Source: an optimization exercise on an open RTL-to-GDS flow (aim: small area, a short achievable clock period and few clock cycles). Production flows keep margins and buffers that such runs may drop. No functional check of the RTL was part of this run. Power is estimated from default activity; no workload was simulated.

==> design/flow/design.v <==
module dbrc (
    input  wire         clk,
    input  wire         rst,
    input  wire         cmd_valid,
    output wire         cmd_ready,
    input  wire [127:0] cmd_data,
    output reg          rsp_valid,
    output wire [135:0] rsp_data,
    output wire         alloc_req,
    output wire [31:0]  alloc_count,
    input  wire         alloc_ack,
    input  wire [31:0]  alloc_addr,
    output wire         mem_req,
    output wire         mem_we,
    output wire [31:0]  mem_addr,
    output wire [31:0]  mem_wdata,
    input  wire         mem_gnt,
    input  wire [31:0]  mem_rdata,
    output wire         fatal
);
    localparam [7:0] OP_INIT     = 8'h01;
    localparam [7:0] OP_DESTROY  = 8'h02;
    localparam [7:0] OP_RASTER   = 8'h10;
    localparam [7:0] OP_PENDFLIP = 8'h20;
    localparam [7:0] OP_FLIPNOW  = 8'h21;
    localparam [7:0] OP_GETBACK  = 8'h30;
    localparam [7:0] OP_MKGFX    = 8'h31;
    localparam [7:0] OP_COPY     = 8'h32;
    localparam [7:0] OP_ISBA     = 8'h40;
    localparam [7:0] OP_SETFG    = 8'h50;
    localparam [7:0] OP_SETBGC   = 8'h51;
    localparam [7:0] OP_BGREF    = 8'h52;
    localparam [7:0] OP_READREG  = 8'h60;
    localparam S_IDLE = 0;
    localparam S_DEC  = 1;
    localparam S_MUL  = 2;
    localparam S_AL0  = 3;
    localparam S_AL1  = 4;
    localparam S_RDW  = 5;
    localparam S_RDBG = 6;
    localparam S_WR   = 7;
    localparam S_CPR  = 8;
    localparam S_CPW  = 9;
    localparam S_HALT = 10;
    reg        ready;
    reg [15:0] width_r, height_r, top_line_r;
    reg [31:0] plane_base0, plane_base1;
    reg        active_index, flip_pending;
    reg [31:0] palette0, palette1;
    reg        bg_present;
    reg [31:0] bg_base;
    reg [10:0] st;
    reg [7:0]  opc_r, sub_r;
    reg        rsvz_r, w1z_r, w2z_r, w3z_r, w2hz_r;
    reg [31:0] w1_r;             
    reg [15:0] line_r;           
    reg [31:0] dst_ptr;          
    reg [31:0] src_ptr, bg_ptr;
    reg [31:0] word_r;           
    reg [31:0] pix0_r;           
    reg [10:0] wc;               
    reg [4:0]  bit_idx;
    reg        overlay_r;
    reg [1:0]  rst_code;
    reg        k_gb, k_rr, k_ras, k_rin, isba_r;
    wire [15:0] wpl = {5'd0, width_r[15:5]};
    wire fmt_n = (sub_r == 8'd0) && w1z_r && w2z_r && w3z_r;
    reg legal;
    always @(*) begin
        legal = 1'b0;
        if (rsvz_r) begin
            case (opc_r)
                OP_INIT:     legal = (sub_r <= 8'd1) && w2hz_r && (sub_r[0] || w3z_r);
                OP_DESTROY, OP_PENDFLIP, OP_FLIPNOW,
                OP_GETBACK, OP_MKGFX, OP_COPY:
                             legal = fmt_n;
                OP_RASTER:   legal = (sub_r == 8'd0) && w2hz_r;
                OP_ISBA:     legal = (sub_r <= 8'd3) && w1z_r && w2z_r && w3z_r;
                OP_SETFG, OP_SETBGC:
                             legal = (sub_r == 8'd0) && w2z_r && w3z_r;
                OP_BGREF:    legal = (sub_r == 8'd1) ? (w1z_r && w2z_r) :
                                     (sub_r == 8'd0) ? (w1z_r && w2z_r && w3z_r) : 1'b0;
                OP_READREG:  legal = (sub_r <= 8'd9) && w1z_r && w2z_r && w3z_r;
                default:     legal = 1'b0;
            endcase
        end
    end
    wire admitted = (opc_r == OP_INIT)    ? !ready :
                    (opc_r == OP_READREG) ? 1'b1 : ready;
    wire [31:0] front_base = active_index ? plane_base1 : plane_base0;
    wire [31:0] back_base  = active_index ? plane_base0 : plane_base1;
    function in_window(input [31:0] a);
        in_window = (a[31:20] == 12'h200) || (a[31:20] == 12'h400);
    endfunction
    wire [16:0] local_s    = {1'b0, line_r} - {1'b0, top_line_r};
    wire        local_zero = (local_s == 17'd0);
    wire        in_range   = !local_s[16] && (local_s[15:0] < height_r);
    wire        act_after  = active_index ^ (local_zero && flip_pending);
    wire sel_plane = (sub_r[1:0] == 2'd0) ? 1'b0 :
                     (sub_r[1:0] == 2'd1) ? 1'b1 :
                     (sub_r[1:0] == 2'd2) ? active_index : ~active_index;
    wire [31:0] sel_base = sel_plane ? plane_base1 : plane_base0;
    reg [31:0] reg_value;
    always @(*) begin
        case (sub_r[3:0])
            4'd0: reg_value = {28'd0, bg_present, flip_pending, active_index, ready};
            4'd1: reg_value = {16'd0, width_r};
            4'd2: reg_value = {16'd0, height_r};
            4'd3: reg_value = {16'd0, wpl};
            4'd4: reg_value = {16'd0, top_line_r};
            4'd5: reg_value = plane_base0;
            4'd6: reg_value = plane_base1;
            4'd7: reg_value = palette0;
            4'd8: reg_value = palette1;
            4'd9: reg_value = bg_base;
            default: reg_value = 32'd0;
        endcase
    end
    wire [31:0] r0 = (k_rr ? reg_value : 32'd0) | (k_gb ? back_base : 32'd0) |
                     {31'd0, isba_r};
    wire [31:0] r1 = {16'd0, width_r[15:5] & {11{k_gb | k_rin}},
                             width_r[4:0] & {5{k_gb}}};
    wire [31:0] r2 = k_gb ? {16'd0, height_r} : (k_ras ? w1_r : 32'd0);
    wire [31:0] r3 = k_gb ? {16'd0, wpl} : 32'd0;
    assign rsp_data = {6'd0, rst_code, r0, r1, r2, r3};
    assign cmd_ready   = st[S_IDLE];
    assign fatal       = st[S_HALT];
    assign alloc_req   = st[S_AL0] | st[S_AL1];
    assign alloc_count = {2'd0, src_ptr[31:2]};
    wire rd_bg  = st[S_RDBG];
    wire wr_any = st[S_WR] | st[S_CPW];
    assign mem_req   = st[S_RDW] | st[S_RDBG] | st[S_WR] | st[S_CPR] | st[S_CPW];
    assign mem_we    = wr_any;
    assign mem_addr  = rd_bg ? bg_ptr : (wr_any ? dst_ptr : src_ptr);
    assign mem_wdata = word_r[0] ? palette1 : pix0_r;
    wire gnt = mem_gnt;
    wire [29:0] src_add = st[S_MUL] ? (wc[0] ? word_r[29:0] : 30'd0) : 30'd1;
    wire [29:0] bg_add  = st[S_MUL] ? {(wc[0] ? word_r[24:0] : 25'd0), 5'd0} : 30'd1;
    wire [29:0] src_sum = src_ptr[31:2] + src_add;
    wire [29:0] bg_sum  = bg_ptr[31:2] + bg_add;
    wire [29:0] dst_inc = dst_ptr[31:2] + 30'd1;
    wire is_init = (opc_r == OP_INIT);
    wire is_ras  = (opc_r == OP_RASTER);
    wire is_copy = (opc_r == OP_COPY);
    wire wpl_nz    = (width_r[15:5] != 11'd0);
    wire wpl_nz_init = (w1_r[15:5] != 11'd0);
    wire row_end   = (bit_idx == 5'd31);
    wire last_word = (wc == 11'd1);
    always @(posedge clk) begin
        if (st[S_IDLE]) begin
            opc_r  <= cmd_data[127:120];
            sub_r  <= cmd_data[119:112];
            rsvz_r <= (cmd_data[111:96] == 16'd0);
            w1z_r  <= (cmd_data[95:64] == 32'd0);
            w2z_r  <= (cmd_data[63:32] == 32'd0);
            w3z_r  <= (cmd_data[31:0] == 32'd0);
            w2hz_r <= (cmd_data[63:48] == 16'd0);
            w1_r   <= cmd_data[95:64];
            line_r <= cmd_data[47:32];
        end
        if (st[S_IDLE])
            dst_ptr <= cmd_data[31:0];
        else if (st[S_DEC] && is_copy)
            dst_ptr <= back_base;
        else if (wr_any && gnt)
            dst_ptr <= {dst_inc, dst_ptr[1:0]};
        if (st[S_DEC]) begin
            src_ptr <= is_init ? 32'd0 : is_copy ? front_base :
                       (act_after ? plane_base1 : plane_base0);
        end else if (st[S_MUL] || ((st[S_RDW] || st[S_CPR]) && gnt))
            src_ptr <= {src_sum, src_ptr[1:0]};
        if (st[S_DEC])
            bg_ptr <= is_copy ? {14'd0, ~height_r, 2'd0} : bg_base;
        else if (st[S_MUL] || (st[S_WR] && gnt) ||
                 (st[S_CPW] && gnt && last_word))
            bg_ptr <= {bg_sum, bg_ptr[1:0]};
        if (st[S_DEC])
            word_r <= is_init ? {16'd0, w1_r[31:16]} :
                      is_ras ? {16'd0, local_s[15:0]} : 32'd0;
        else if (st[S_MUL])
            word_r <= {word_r[30:0], 1'b0};
        else if (st[S_RDW])
            word_r <= mem_rdata;
        else if (st[S_WR] && gnt)
            word_r <= {1'b0, word_r[31:1]};
        if (st[S_DEC])
            pix0_r <= palette0;
        else if (st[S_RDBG] || st[S_CPR])
            pix0_r <= mem_rdata;
        if (st[S_DEC])
            wc <= is_init ? {w1_r[15:5]} : width_r[15:5];
        else if (st[S_MUL])
            wc <= (wc[10:1] == 10'd0) ? width_r[15:5] : {1'b0, wc[10:1]};
        else if ((st[S_WR] && gnt && row_end) || (st[S_CPW] && gnt))
            wc <= last_word ? width_r[15:5] : wc - 11'd1;
        if (st[S_DEC])
            bit_idx <= 5'd0;
        else if (st[S_WR] && gnt)
            bit_idx <= bit_idx + 5'd1;
        if (st[S_DEC])
            overlay_r <= bg_present;
        if (rst) begin
            st           <= 11'd1 << S_IDLE;
            rsp_valid    <= 1'b0;
            ready        <= 1'b0;
            width_r      <= 16'd0;
            height_r     <= 16'd0;
            top_line_r   <= 16'd0;
            plane_base0  <= 32'd0;
            plane_base1  <= 32'd0;
            active_index <= 1'b0;
            flip_pending <= 1'b0;
            palette0     <= 32'd0;
            palette1     <= 32'd0;
            bg_present   <= 1'b0;
            bg_base      <= 32'd0;
        end else begin
            rsp_valid <= 1'b0;
            if (st[S_IDLE]) begin
                if (cmd_valid)
                    st <= 11'd1 << S_DEC;
            end
            if (st[S_DEC]) begin
                st       <= 11'd1 << S_IDLE;
                rsp_valid <= 1'b1;
                rst_code <= 2'd0;
                k_gb     <= 1'b0;
                k_rr     <= 1'b0;
                k_ras    <= 1'b0;
                k_rin    <= 1'b0;
                isba_r   <= 1'b0;
                if (!legal) begin
                    rst_code <= 2'd1;
                end else if (!admitted) begin
                    rst_code <= 2'd2;
                end else begin
                    case (opc_r)
                        OP_INIT: begin
                            rsp_valid    <= 1'b0;
                            st           <= wpl_nz_init ? (11'd1 << S_MUL) : (11'd1 << S_AL0);
                            width_r      <= w1_r[15:0];
                            height_r     <= w1_r[31:16];
                            top_line_r   <= line_r;
                            palette0     <= 32'h00000000;
                            palette1     <= 32'hFFFFFFFF;
                            active_index <= 1'b0;
                            flip_pending <= 1'b0;
                            bg_present   <= sub_r[0];
                            bg_base      <= dst_ptr;      
                            ready        <= 1'b1;
                        end
                        OP_DESTROY: begin
                            ready        <= 1'b0;
                            width_r      <= 16'd0;
                            height_r     <= 16'd0;
                            top_line_r   <= 16'd0;
                            plane_base0  <= 32'd0;
                            plane_base1  <= 32'd0;
                            active_index <= 1'b0;
                            flip_pending <= 1'b0;
                            palette0     <= 32'd0;
                            palette1     <= 32'd0;
                            bg_present   <= 1'b0;
                            bg_base      <= 32'd0;
                        end
                        OP_RASTER: begin
                            k_ras <= 1'b1;
                            if (local_zero) begin
                                flip_pending <= 1'b0;
                                active_index <= act_after;
                            end
                            if (in_range) begin
                                k_rin <= 1'b1;
                                if (wpl_nz) begin
                                    rsp_valid <= 1'b0;
                                    st        <= 11'd1 << S_MUL;
                                end
                            end
                        end
                        OP_PENDFLIP: flip_pending <= 1'b1;
                        OP_FLIPNOW:  active_index <= ~active_index;
                        OP_GETBACK:  k_gb <= 1'b1;
                        OP_MKGFX: begin
                            if (in_window(back_base)) begin
                                k_gb <= 1'b1;
                            end else begin
                                rsp_valid <= 1'b0;
                                st        <= 11'd1 << S_HALT;
                            end
                        end
                        OP_COPY: begin
                            if (wpl_nz && (height_r != 16'd0)) begin
                                rsp_valid <= 1'b0;
                                st        <= 11'd1 << S_CPR;
                            end
                        end
                        OP_ISBA:    isba_r <= in_window(sel_base);
                        OP_SETFG:   palette1 <= w1_r;
                        OP_SETBGC:  palette0 <= w1_r;
                        OP_BGREF: begin
                            bg_present <= sub_r[0];
                            bg_base    <= dst_ptr;        
                        end
                        OP_READREG: k_rr <= 1'b1;
                        default: ;
                    endcase
                end
            end
            if (st[S_MUL]) begin
                if (wc[10:1] == 10'd0)
                    st <= is_init ? (11'd1 << S_AL0) : (11'd1 << S_RDW);
            end
            if (st[S_AL0] && alloc_ack) begin
                plane_base0 <= alloc_addr;
                st          <= 11'd1 << S_AL1;
            end
            if (st[S_AL1] && alloc_ack) begin
                plane_base1 <= alloc_addr;
                rsp_valid   <= 1'b1;
                st          <= 11'd1 << S_IDLE;
            end
            if (st[S_RDW] && gnt)
                st <= (overlay_r && !mem_rdata[0]) ? (11'd1 << S_RDBG) : (11'd1 << S_WR);
            if (st[S_RDBG] && gnt)
                st <= 11'd1 << S_WR;
            if (st[S_WR] && gnt) begin
                if (row_end) begin
                    if (last_word) begin
                        rsp_valid <= 1'b1;
                        st        <= 11'd1 << S_IDLE;
                    end else begin
                        st <= 11'd1 << S_RDW;
                    end
                end else begin
                    st <= (overlay_r && !word_r[1]) ? (11'd1 << S_RDBG) : (11'd1 << S_WR);
                end
            end
            if (st[S_CPR] && gnt)
                st <= 11'd1 << S_CPW;
            if (st[S_CPW] && gnt) begin
                if (last_word && (bg_ptr[17:2] == 16'hFFFE)) begin
                    rsp_valid <= 1'b1;
                    st        <= 11'd1 << S_IDLE;
                end else begin
                    st <= 11'd1 << S_CPR;
                end
            end
        end
    end
endmodule
==> design/flow/run.sh <==
#!/bin/bash
# synth_recipe.tcl (not shown) runs the flow's synth.tcl, then flattens the netlist and writes it again
# the make line also repeats each setting of config.mk as NAME=value (left out here)
make -C /OpenROAD-flow-scripts/flow DESIGN_CONFIG=/design/flow/config.mk WORK_HOME=/design/flow/orfs CLKGATE_MAP_FILE= SYNTH_SCRIPT=/design/flow/synth_recipe.tcl finish
==> design/flow/config.mk <==
export PLATFORM = sky130hd
export DESIGN_NAME = dbrc
export DESIGN_NICKNAME = dbrc
export VERILOG_FILES = /design/flow/design.v
export SDC_FILE = /design/flow/constraint.sdc
export NUM_CORES = 4
export LEC_CHECK = 0
export CAP_MARGIN = 20
export CORE_MARGIN = 2
export CORE_UTILIZATION = 40
export PLACE_DENSITY = 0.6
export SLEW_MARGIN = 20
==> design/flow/constraint.sdc <==
create_clock -name core_clock -period 11.0 [get_ports {clk}]
set_input_delay 2.2000 -clock core_clock [delete_from_list [all_inputs] [get_ports {clk}]]
set_output_delay 2.2000 -clock core_clock [all_outputs]
set_load 0.01 [all_outputs]
==> run notes <==
-- worst max-delay path: stages (launching register included) --
cell             delay (ps)
edfxtp_1                350
buf_4                   260
nand2b_1                220
nor3_2                  870
a22oi_1                 170
nand4_1                 140
a221oi_1                 60
o21ai_0                 480
clkdlybuf4s50_1         640
-- through the flow --
step	area (um^2)	power, mW	hold WS [ps]	std cells
floorplan	29600	2.44	431	3311
global placement	33600	2.74	446	4404
detailed placement	33600	2.75	457	4404
CTS	35400	4.58	465	4508
global route	35400	4.72	484	4509
finish	35400	4.58	465	4509
-- power by group --
group          internal, mW  switching (mW)
sequential             1.98           0.116
clock                  1.06           0.801
combinational         0.264           0.359
-- final cells by class --
| cell class | count | area share |
|---|---|---|
| multi-input combinational | 2461 | 0.447 |
| sequential | 477 | 0.340 |
| timing repair buffer | 440 | 0.121 |
| clock buffer | 83 | 0.0465 |
| tap | 959 | 0.0339 |
| inverter | 67 | 0.00710 |
| clock inverter | 21 | 0.00403 |
| antenna | 1 | 0.0000707 |
-- cells in the final DEF, fill, tap and decap left out, types with 31 or more instances in the layout --
cell / instances
clkdlybuf4s50_1: 388
nand2_1: 334
nor2_1: 268
edfxtp_1: 248
a21oi_1: 237
dfxtp_1: 223
o21ai_0: 203
a22oi_1: 148
nand3_1: 121
mux2i_1: 109
mux2_2: 101
ha_1: 91
inv_1: 67
clkbuf_16: 60
o211ai_1: 55
buf_4: 51
xor2_1: 50
nor4_1: 50
and2_1: 49
and3_1: 45
conb_1: 45
xnor2_1: 42
o22ai_1: 38
nor2_2: 33
nor3_1: 32
nand2b_1: 31
-- worst paths after layout --
path	endpoint	slack, ps	depth (start not counted)
max reg2reg	src_ptr[31]	5850	14
min reg2reg	bit_idx[4]	460	2
max	rsp_data[106]	4990	8
min	bit_idx[4]	460	2
-- registers in the layout, summed over array words and instances, names as in the netlist, 8 cells and up --
| register | flops |
|---|---|
| src_ptr | 32 |
| sub_r | 8 |
| opc_r | 8 |
| word_r | 32 |
| pix0_r | 32 |
| palette1 | 32 |
| bg_base | 32 |
| top_line_r | 16 |
| height_r | 16 |
| line_r | 16 |
| st | 11 |
| w1_r | 32 |
| plane_base0 | 32 |
| dst_ptr | 32 |
| width_r | 16 |
| bg_ptr | 32 |
| palette0 | 32 |
| plane_base1 | 32 |
| wc | 11 |
-- logic make-up (layout without fill, tap and decap cells) --
logic type,after synthesis,count (layout)
AND/OR/NAND/NOR,1104,1104
AO/OA/AOI/OAI,916,916
flip-flops,477,477
adder cells (fa/ha/maj),93,93
multiplexers,210,210
XOR/XNOR,93,93
buffers and inverters,373,611
other,1,46
-- routing by layer --
| layer | up-vias | wire [um] | GRT usage |
|---|---|---|---|
| li1 | 12500 | - | - |
| met1 | 13300 | 51200 | 0.441 |
| met2 | 1609 | 53700 | 0.477 |
| met3 | 259 | 14800 | 0.0840 |
| met4 | 2 | 5090 | 0.121 |
| met5 | - | 18 | 0 |
==> impl_results.md <==
* Vias in the first global route at ~26000
* Lkg Pwr at ~13 nW
* Post-synth top area share at 0.253
* Clock Pin Slew Worst Setup and Hold Paths at 60 ps
* Largest family of logic cells by synthesized area: compound AO/OA/AOI/OAI gates
* WP data required at slightly below 9000 ps
* Number of max-cap violations at 0
* Grt ovf at 0
* Core area at ~73000 um^2
* Count of flip-flops with a built-in enable after synthesis at between 200 and 250
* Multi-input gate area at 15800 um^2
* Io pins at around 440
* Post-Synthesis Cells at about 3300
* Period utilisation layout at 0.547
* Slew @ Worst Pin at approximately 1100 ps
* Antenna Nets Post-Route at 0
* Top-count cell post-synth: nand2_1
* Crit Path Max Fanout at 27
* CTS Root Cell: clkbuf_16
* Rel. slew slack at 0.236
* Yosys warning count at 1
* Final count of pins violating max slew at 0
* Routed len/inst at around 28 um
* Reg area at approximately 12000 um^2
* Min setup slack post-route at between 4000 and 5000 ps
* Status: complete, no violations
* Dpl hpwl at roughly 93000 um
* Vias/cell at just over 6
* Largest net degree at the start of global routing at 85
* Crit Path Category: reg2out
* Pre-CTS setup slack at 5640 ps
* GPL Wtd Cong at between 0.9 and 1
* Post-cts resize count at 0
* Worst Clk Skew at ~20 ps
* Starting Density at 0.404
* Synth top cells by count: 336 x nand2_1, 272 x nor2_1, 248 x edfxtp_1
* Worst Hold Class: reg2reg
* CTS Buf Count at between 50 and 60
* Clk Latency, worst-skew pair at 630 ps
* Mux cell area share after synthesis at 0.0758
* Reg2reg start: st[2]
* Clk buf depth at 3
* Fraction of layout cells with a size suffix above 1 at 0.0969
* RSZ-0062 raised after global routing: false
* Die width at ~280 um
* Critical hold path startpoint: bit_idx[4]
* Synth Area in Adders at 0.0401
* Post-CTS Setup Bufs at 0
* Avg Cell Area, Syn at around 9 um^2
* Post-synth cell types at between 80 and 90
* Core Util, Final at 0.486
* # DRC at 0
* Critical Path End Type: primary output
* Nets at ~3800
* Power Density at 129 nW/um^2
* Antenna violations before repair at 2
* Fillers at 6980
* Clock sink count at between 400 and 500
* Routed wire length at around 120000 um
* I/O Buffers at a little under 400
* Die H at 275 um
* Worst Setup Start Kind: flip-flop
* Initial DRC Count at between 3000 and 4000
* CTS tree: yes
* CP arrival at 3810 ps
* Compound-cell area share of the yosys netlist at 0.206
* TritonRoute pass-1 iters at 7
* Site row count at 99
* Tmin final at 6010 ps
* Area grow syn2layout at 20.5%
* Via count at between 20000 and 30000
* Crit. Startpoint: sub_r[0]
* Fmax at 166 MHz
* Post-synthesis xor/xnor area fraction at 0.0280
* Die area at roughly 76000 um^2
* CTS Hold Bufs at 0
* Synth top area cells: edfxtp_1 25%, dfxtp_1 16%, nand2_1 4.3%, a21oi_1 4.1%, ha_1 3.9%
* #FFs+latches synth at 477
* Max VDD drop at 0.104 mV
* GRT Total Usage at 0.319
* Main synth FF type: edfxtp_1
* Final setup violation count at 0
* Post-Synth Simple-Gate Area at 0.181
* Synth async-reset ratio at 0
* Seq/Total Area, Yosys at 0.409
* Synth area leader: edfxtp_1
* Hold Fails Final Rpt at 0
* Setup TNS at 0 ps
* First-pass GRT wire length at approximately 180000 um
* Mapped cell area at 29400 um^2
* H-tree level count at 2

port drivers added, routing unchanged:
The results above use ideal ports. As a check the final layout listed here was re-extracted and re-timed, cells and wires unchanged.
Step 1 assumes that a clkbuf_16 drives the clock port and a buf_2 every other input.
Step 2, shift: input delay + t, output delay - t, t = (earliest + latest rising clock arrival at the registers) / 2. This alone moves slack from input paths to output paths.
Three values: ideal, step 1, step 2; two values: the first two.
shift t [ns]: 0.680
setup slack, ns: 4.985 / 4.920 / 5.600
worst data-port slew with drivers (ns): 0.10
After both steps setup and hold are still met in this run. The setup slack of this run moves by -0.065 ns with the drivers and by +0.615 ns with both steps.
